This is an optimization exercise on Yosys and OpenROAD, whose aim is small area, a short achievable clock period and few clock cycles per item, not a production implementation. In this exercise RTL edits were held to simulation tests only and were not proved equivalent to the original.

### design/flow/design.v
module cm_estimator (
    input  wire               clk,
    input  wire               rst,
    input  wire               in_valid,
    output wire               in_ready,
    input  wire signed [26:0] in_data,
    input  wire               in_mapped,
    input  wire [1:0]         in_policy,
    output reg                out_valid,
    output reg                out_found,
    output reg                out_bad_policy,
    output reg  signed [26:0] out_value
);
    localparam [2:0] S_LOAD = 3'd0,
                     S_PREP = 3'd1,
                     S_DIFF = 3'd2,
                     S_SCAN = 3'd3,
                     S_DIV  = 3'd4,
                     S_DONE = 3'd5;
    localparam signed [26:0] THRESH = 27'sd12800;   
    localparam [15:0]        WINDOW = 16'd2560;     
    reg [2:0] state;
    reg [5:0] idx;
    reg [1:0] policy;
    reg signed [26:0] buf_x [0:63];
    reg [63:0]        buf_m;
    reg        [6:0]  n;        
    reg signed [33:0] sum_s;    
    reg        [58:0] sum_q;    
    reg        [3:0]  pil_n;    
    reg signed [30:0] pil_s;    
    reg [69:0] nq;
    reg [69:0] s2;
    reg [69:0] d;
    reg        [6:0]  sel_n;
    reg signed [33:0] sel_s;
    reg [5:0]  div_cnt;
    reg [34:0] div_num;
    reg [7:0]  div_den;
    reg [8:0]  div_rem;
    reg [34:0] div_q;
    reg        div_neg;
    assign in_ready = (state == S_LOAD);
    wire accept = in_valid && in_ready;
    wire signed [26:0] cur_x = buf_x[idx];
    wire               cur_m = buf_m[idx];
    wire signed [34:0] nx    = $signed({1'b0, n}) * cur_x;
    wire signed [34:0] e     = nx - sum_s;
    reg  signed [34:0] sq_in;
    wire signed [69:0] sq_prod = sq_in * sq_in;
    wire        [69:0] sq_out  = sq_prod;
    always @(*) begin
        case (state)
            S_LOAD:  sq_in = {{8{in_data[26]}}, in_data};
            S_PREP:  sq_in = {sum_s[33], sum_s};
            default: sq_in = e;
        endcase
    end
    wire signed [32:0] px     = $signed({1'b0, pil_n}) * cur_x;
    wire signed [32:0] pdiff  = px - pil_s;
    wire        [32:0] pabs   = pdiff[32] ? -pdiff : pdiff;
    wire        [32:0] pbound = pil_n * WINDOW;
    reg sel;
    always @(*) begin
        case (policy)
            2'd0:    sel = cur_m && (sq_out < d);
            2'd1:    sel = cur_m && (cur_x < THRESH);
            2'd2:    sel = cur_m && (idx >= 6'd24) && (idx < 6'd55) &&
                           (pil_n != 4'd0) && (pabs <= pbound);
            default: sel = 1'b0;
        endcase
    end
    wire [33:0] sel_abs = sel_s[33] ? -sel_s : sel_s;
    wire [8:0] rem_sh  = {div_rem[7:0], div_num[34]};
    wire       rem_ge  = rem_sh >= {1'b0, div_den};
    wire [8:0] rem_nxt = rem_ge ? rem_sh - {1'b0, div_den} : rem_sh;
    always @(posedge clk) begin
        if (accept) begin
            buf_x[idx] <= in_data;
        end
    end
    always @(posedge clk) begin
        if (rst) begin
            state          <= S_LOAD;
            idx            <= 6'd0;
            policy         <= 2'd0;
            buf_m          <= 64'd0;
            n              <= 7'd0;
            sum_s          <= 34'sd0;
            sum_q          <= 59'd0;
            pil_n          <= 4'd0;
            pil_s          <= 31'sd0;
            nq             <= 70'd0;
            s2             <= 70'd0;
            d              <= 70'd0;
            sel_n          <= 7'd0;
            sel_s          <= 34'sd0;
            div_cnt        <= 6'd0;
            div_num        <= 35'd0;
            div_den        <= 8'd0;
            div_rem        <= 9'd0;
            div_q          <= 35'd0;
            div_neg        <= 1'b0;
            out_valid      <= 1'b0;
            out_found      <= 1'b0;
            out_bad_policy <= 1'b0;
            out_value      <= 27'sd0;
        end else begin
            out_valid <= 1'b0;
            case (state)
                S_LOAD: begin
                    if (accept) begin
                        buf_m[idx] <= in_mapped;
                        if (idx == 6'd0)
                            policy <= in_policy;
                        if (in_mapped) begin
                            n     <= n + 7'd1;
                            sum_s <= sum_s + in_data;
                            sum_q <= sum_q + sq_out[58:0];
                            if (idx >= 6'd8 && idx < 6'd23 && in_data < THRESH) begin
                                pil_n <= pil_n + 4'd1;
                                pil_s <= pil_s + in_data;
                            end
                        end
                        idx <= idx + 6'd1;
                        if (idx == 6'd63)
                            state <= S_PREP;
                    end
                end
                S_PREP: begin
                    nq    <= n * sum_q;
                    s2    <= sq_out;
                    state <= S_DIFF;
                end
                S_DIFF: begin
                    d     <= nq - s2;
                    idx   <= 6'd0;
                    sel_n <= 7'd0;
                    sel_s <= 34'sd0;
                    state <= S_SCAN;
                end
                S_SCAN: begin
                    if (sel) begin
                        sel_n <= sel_n + 7'd1;
                        sel_s <= sel_s + cur_x;
                    end
                    idx <= idx + 6'd1;
                    if (idx == 6'd63)
                        state <= S_DIV;
                end
                S_DIV: begin
                    if (div_cnt == 6'd0) begin
                        div_num <= {sel_abs, 1'b0} + sel_n;
                        div_den <= {sel_n, 1'b0};
                        div_rem <= 9'd0;
                        div_q   <= 35'd0;
                        div_neg <= sel_s[33];
                        div_cnt <= 6'd1;
                        if (sel_n == 7'd0 || policy == 2'd3) begin
                            div_cnt <= 6'd0;
                            state   <= S_DONE;
                        end
                    end else begin
                        div_rem <= rem_nxt;
                        div_num <= {div_num[33:0], 1'b0};
                        div_q   <= {div_q[33:0], rem_ge};
                        div_cnt <= div_cnt + 6'd1;
                        if (div_cnt == 6'd35) begin
                            div_cnt <= 6'd0;
                            state   <= S_DONE;
                        end
                    end
                end
                S_DONE: begin
                    out_valid      <= 1'b1;
                    out_bad_policy <= (policy == 2'd3);
                    if (policy == 2'd3 || sel_n == 7'd0) begin
                        out_found <= 1'b0;
                        out_value <= 27'sd0;
                    end else begin
                        out_found <= 1'b1;
                        out_value <= div_neg ? -div_q[26:0] : div_q[26:0];
                    end
                    idx   <= 6'd0;
                    n     <= 7'd0;
                    sum_s <= 34'sd0;
                    sum_q <= 59'd0;
                    pil_n <= 4'd0;
                    pil_s <= 31'sd0;
                    state <= S_LOAD;
                end
                default: state <= S_LOAD;
            endcase
        end
    end
endmodule
### design/flow/run.sh
#!/bin/bash
# synth_recipe.tcl (not shown) runs the flow's synth.tcl, then flattens the netlist and writes it again
# the make line also repeats each setting of config.mk as NAME=value (left out here)
make -C /OpenROAD-flow-scripts/flow DESIGN_CONFIG=/design/flow/config.mk WORK_HOME=/design/flow/orfs CLKGATE_MAP_FILE= SYNTH_SCRIPT=/design/flow/synth_recipe.tcl finish
### design/flow/config.mk
export PLATFORM = sky130hd
export DESIGN_NAME = cm_estimator
export DESIGN_NICKNAME = cm_estimator
export VERILOG_FILES = /design/flow/design.v
export SDC_FILE = /design/flow/constraint.sdc
export NUM_CORES = 4
export LEC_CHECK = 0
export CAP_MARGIN = 20
export CORE_MARGIN = 2
export CORE_UTILIZATION = 40
export SLEW_MARGIN = 20
### design/flow/constraint.sdc
create_clock -name core_clock -period 20.0 [get_ports {clk}]
set_input_delay 4.0000 -clock core_clock [delete_from_list [all_inputs] [get_ports {clk}]]
set_output_delay 4.0000 -clock core_clock [all_outputs]
set_load 0.01 [all_outputs]
==> impl_metrics.yaml <==
setup_path:
  crit_arrival_ns: 19.91
  cp_slowest_cell: "dfxtp_4"
  end_kind: "flop"
  crit_top_cell: "fa_1"
  crit_fanout: 54
  r2r_slack_ns: 0.83
  cp.required_ns: 20.73
  start_kind: "flop"
  rr_endpoint: "sel_s[8]"
  slowest_delay_ns: 0.56
  worstRegToRegCells: 72
  crit_type: "reg -> reg"
cts:
  cts_root_buf: "clkbuf_16"
  clkSinkCount: 2304
  cts_buffer_depth: 4
  clk_latency_ns: 0.96
  cts_tree: "yes"
  clk_pin_slew_worst_paths_ns: 0.07
  numCtsBuffers: 229
  cts_max_level: 4
  hold_buffers: 0
layout:
  stdcell_count: 20027
  fillers: 37831
  syn2layout_area_growth_pct: 10.1
  drive_gt1_frac: 0.107
  final_nets: 16947
  final_area_sq_mm: 0.182
worst_hold_path:
  min_to: "out_value[6]"
  min_from: "out_value[6]"
  hold_depth: 2
  hp-class: "reg -> reg"
flow_run:
  drv_cap: 0
routing:
  routed_wl_um: 466000
  routedWlPerCell_um: 23.3
  num_vias: 109450
  postRouteAntennaNets: 0
  drtIter0Drc: 9791
  drc: 0
  viasPerCell: 5.47
  drt_pre_antenna_iters: 7
timing:
  finalClockSkew_ns: 0.157
  min_period_ns: 19.17
  fmax_ghz: 0.0522
  finalSetupViolCount: 0
  post-route-period-util: 0.959
  worst_slew_pin_slew_ns: 1.12
  rsz0062_at_grt: "true"
  final_hold_viol_count: 0
  max_slew_margin: 0.251
  final-max-slew-violation-count: 0
global_routing:
  antenna_found_initial: 20
  grt_max_degree: 167
  grt_pass1_vias: 112072
  grt_pass1_wl_um: 704000
  track_usage: 0.223
  grt.overflow.total: 0
floorplan:
  pin_count: 64
  coreArea_sq_mm: 0.410
  die_h_um: 647
  std_cell_rows: 235
  die_w_um: 647
  die_area_sq_mm: 0.418
  initial_core_util: 0.402
synth:
  yosysMostFrequentCell: "inv_1"
  avgSynthCellArea_sq_um: 11.5
  synthDistinctLibCells: 92
  yosys_warnings: 1
  synth_cells: 14372
  synth_nets: 16932
  synth_edf_count: 1728
  synth_area_leaders: "edfxtp_1 (31%), fa_1 (21%), mux4_2 (7.8%), dfxtp_1 (7.0%), ha_1 (5.8%)"
  synth_area_leader_cell: "edfxtp_1"
  synth_top_cell_area_share: 0.314
  synth_area_sq_mm: 0.165
  yosys-top-cells-count: "inv_1 (2139), fa_1 (1765), nand2_1 (1746), edfxtp_1 (1728), a21oi_1 (808)"
  synth_flop_cell: "edfxtp_1"
  yosysSeqAreaShare: 0.384
  async_flop_share: 0
  ys_seq_elements: 2304
place:
  placedCellCount: 19573
  routabilityCongestion: 0.935
  io_buffers: 63
  dpl_cell_area_sq_mm: 0.174
  hpwl_um: 336000
status:
  outcome: "no timing/DRC/antenna violations"
metal layers:
layer  share of wire  up-vias  global-route usage
met5         0.00012        -                   0
met3           0.073      708              0.0333
met2            0.49     3717               0.379
met1            0.41    56407               0.295
li1                -    48610                   -
met4           0.033        8              0.0637
flip-flops by register name, indices dropped and copies added (netlist names), 34 cells and up, named ones only:
name / count
s2: 69
sum_q: 59
sel_s: 34
sum_s: 34
div_num: 35
d: 70
buf_m: 64
buf_x: 1728
nq: 66
final cells by class:
cell class,instances,area (sq um),share of cell area
Clock inverter,141,1650,0.00910
Timing Repair Buffer,464,4070,0.0224
Sequential cell,2304,63500,0.349
Tap cell,5451,6820,0.0375
Antenna cell,4,10.0,0.0000550
Inverter,2144,8060,0.0443
Clock buffer,275,5980,0.0329
Multi-Input combinational cell,9244,91800,0.505
placed cells by master (no fill, tap or decap), types with 56 or more instances in the layout:
cell type / n
nor2b_1: 56
inv_1: 2135
dfxtp_1: 561
xnor2_1: 292
fa_1: 1763
o21ai_0: 328
o21a_1: 65
o21bai_1: 69
xor2_1: 182
nand2_1: 1742
nand4_1: 61
mux4_2: 575
nor3_1: 109
buf_4: 359
nand2b_1: 68
or3_1: 96
nor2_4: 60
edfxtp_1: 1728
nor2_1: 699
a211oi_1: 59
ha_1: 762
a21oi_1: 799
clkbuf_16: 234
and2_1: 230
nand3_1: 248
a21o_1: 261
through the flow:
| step | util | setup TNS, ns | hold slack, ns | setup WS, ns |
|---|---|---|---|---|
| 4_1_cts | 0.442 | 0 | 0.452 | 0.0248 |
| 3_3_place_gp | 0.423 | -0.0474 | 0.431 | -0.0132 |
| 2_1_floorplan | - | 0 | 0.432 | 0.932 |
| 5_1_grt | 0.443 | -0.127 | 0.463 | -0.0341 |
| 3_5_place_dp | 0.423 | -2.98 | 0.442 | -0.177 |
| 6_report | 0.443 | 0 | 0.448 | 0.827 |
cell families (layout without fill, tap and decap cells):
| logic type | count (synthesis) | count (layout) | synth area share |
|---|---|---|---|
| compound gates | 2014 | 2014 | 0.0754 |
| xor+xnor | 478 | 478 | 0.0253 |
| fa+ha+maj | 2527 | 2527 | 0.272 |
| buf+inv | 2824 | 3024 | 0.0648 |
| flops | 2304 | 2304 | 0.384 |
| mux | 637 | 637 | 0.0823 |
| other cells | 0 | 4 | 0 |
| simple gates | 3588 | 3588 | 0.0965 |
worst max-delay path, delay by kind of cell (launching register included):
family,cells,cell delay (ns)
mux,3,1.40
buf+inv,18,2.62
flops,1,0.56
simple gates,15,2.74
fa+ha+maj,15,6.76
xor+xnor,2,0.36
compound gates,19,4.32
what timing repair did:
item | 4_1_cts | 5_1_grt
endpoints found under the setup margin | 41 | 43
cloned | 0 | 4
gates resized for setup | 9 | 52
buffers inserted | 3 | 26
pin swaps | 0 | 7
worst max path at each step:
stage          slack (ns)  from  depth (start not counted)   endpoint
3_5_place_dp        -0.18  flop                         65   sel_s[8]
6_report             0.83  flop                         72   sel_s[8]
2_1_floorplan        0.93  flop                         69  sel_s[19]
4_1_cts              0.02  flop                         72   sel_s[8]
3_3_place_gp        -0.01  flop                         67  sel_s[27]
5_1_grt             -0.03  flop                         70  sel_s[28]
Testbench counts, summed over its fixed seeds: cycles 52,783, groups 320.

-- what the ideal ports hide --
How much do the figures lean on ideal ports? The routed layout below was timed once more, with nothing changed but the port constraints.
Step 1: set_driving_cell puts a clkbuf_16 on clk and a buf_2 on each other input, an assumption about the parent block.
Step 2, shift: input delay + t, output delay - t, t = (earliest + latest rising clock arrival at the registers) / 2. This alone moves slack from input paths to output paths.
a / b / c = ideal / step 1 / step 2; a / b = the first two.
t (ns): 0.984
slack for setup (ns): 0.827 / 0.827 / 0.827
worst setup path after step 2: register to register
worst slew at a driven data input, ns: 0.09
After both steps this run still meets setup and hold. For this run, drivers alone change the setup slack by 0.000 ns; drivers and shift together by 0.000 ns.
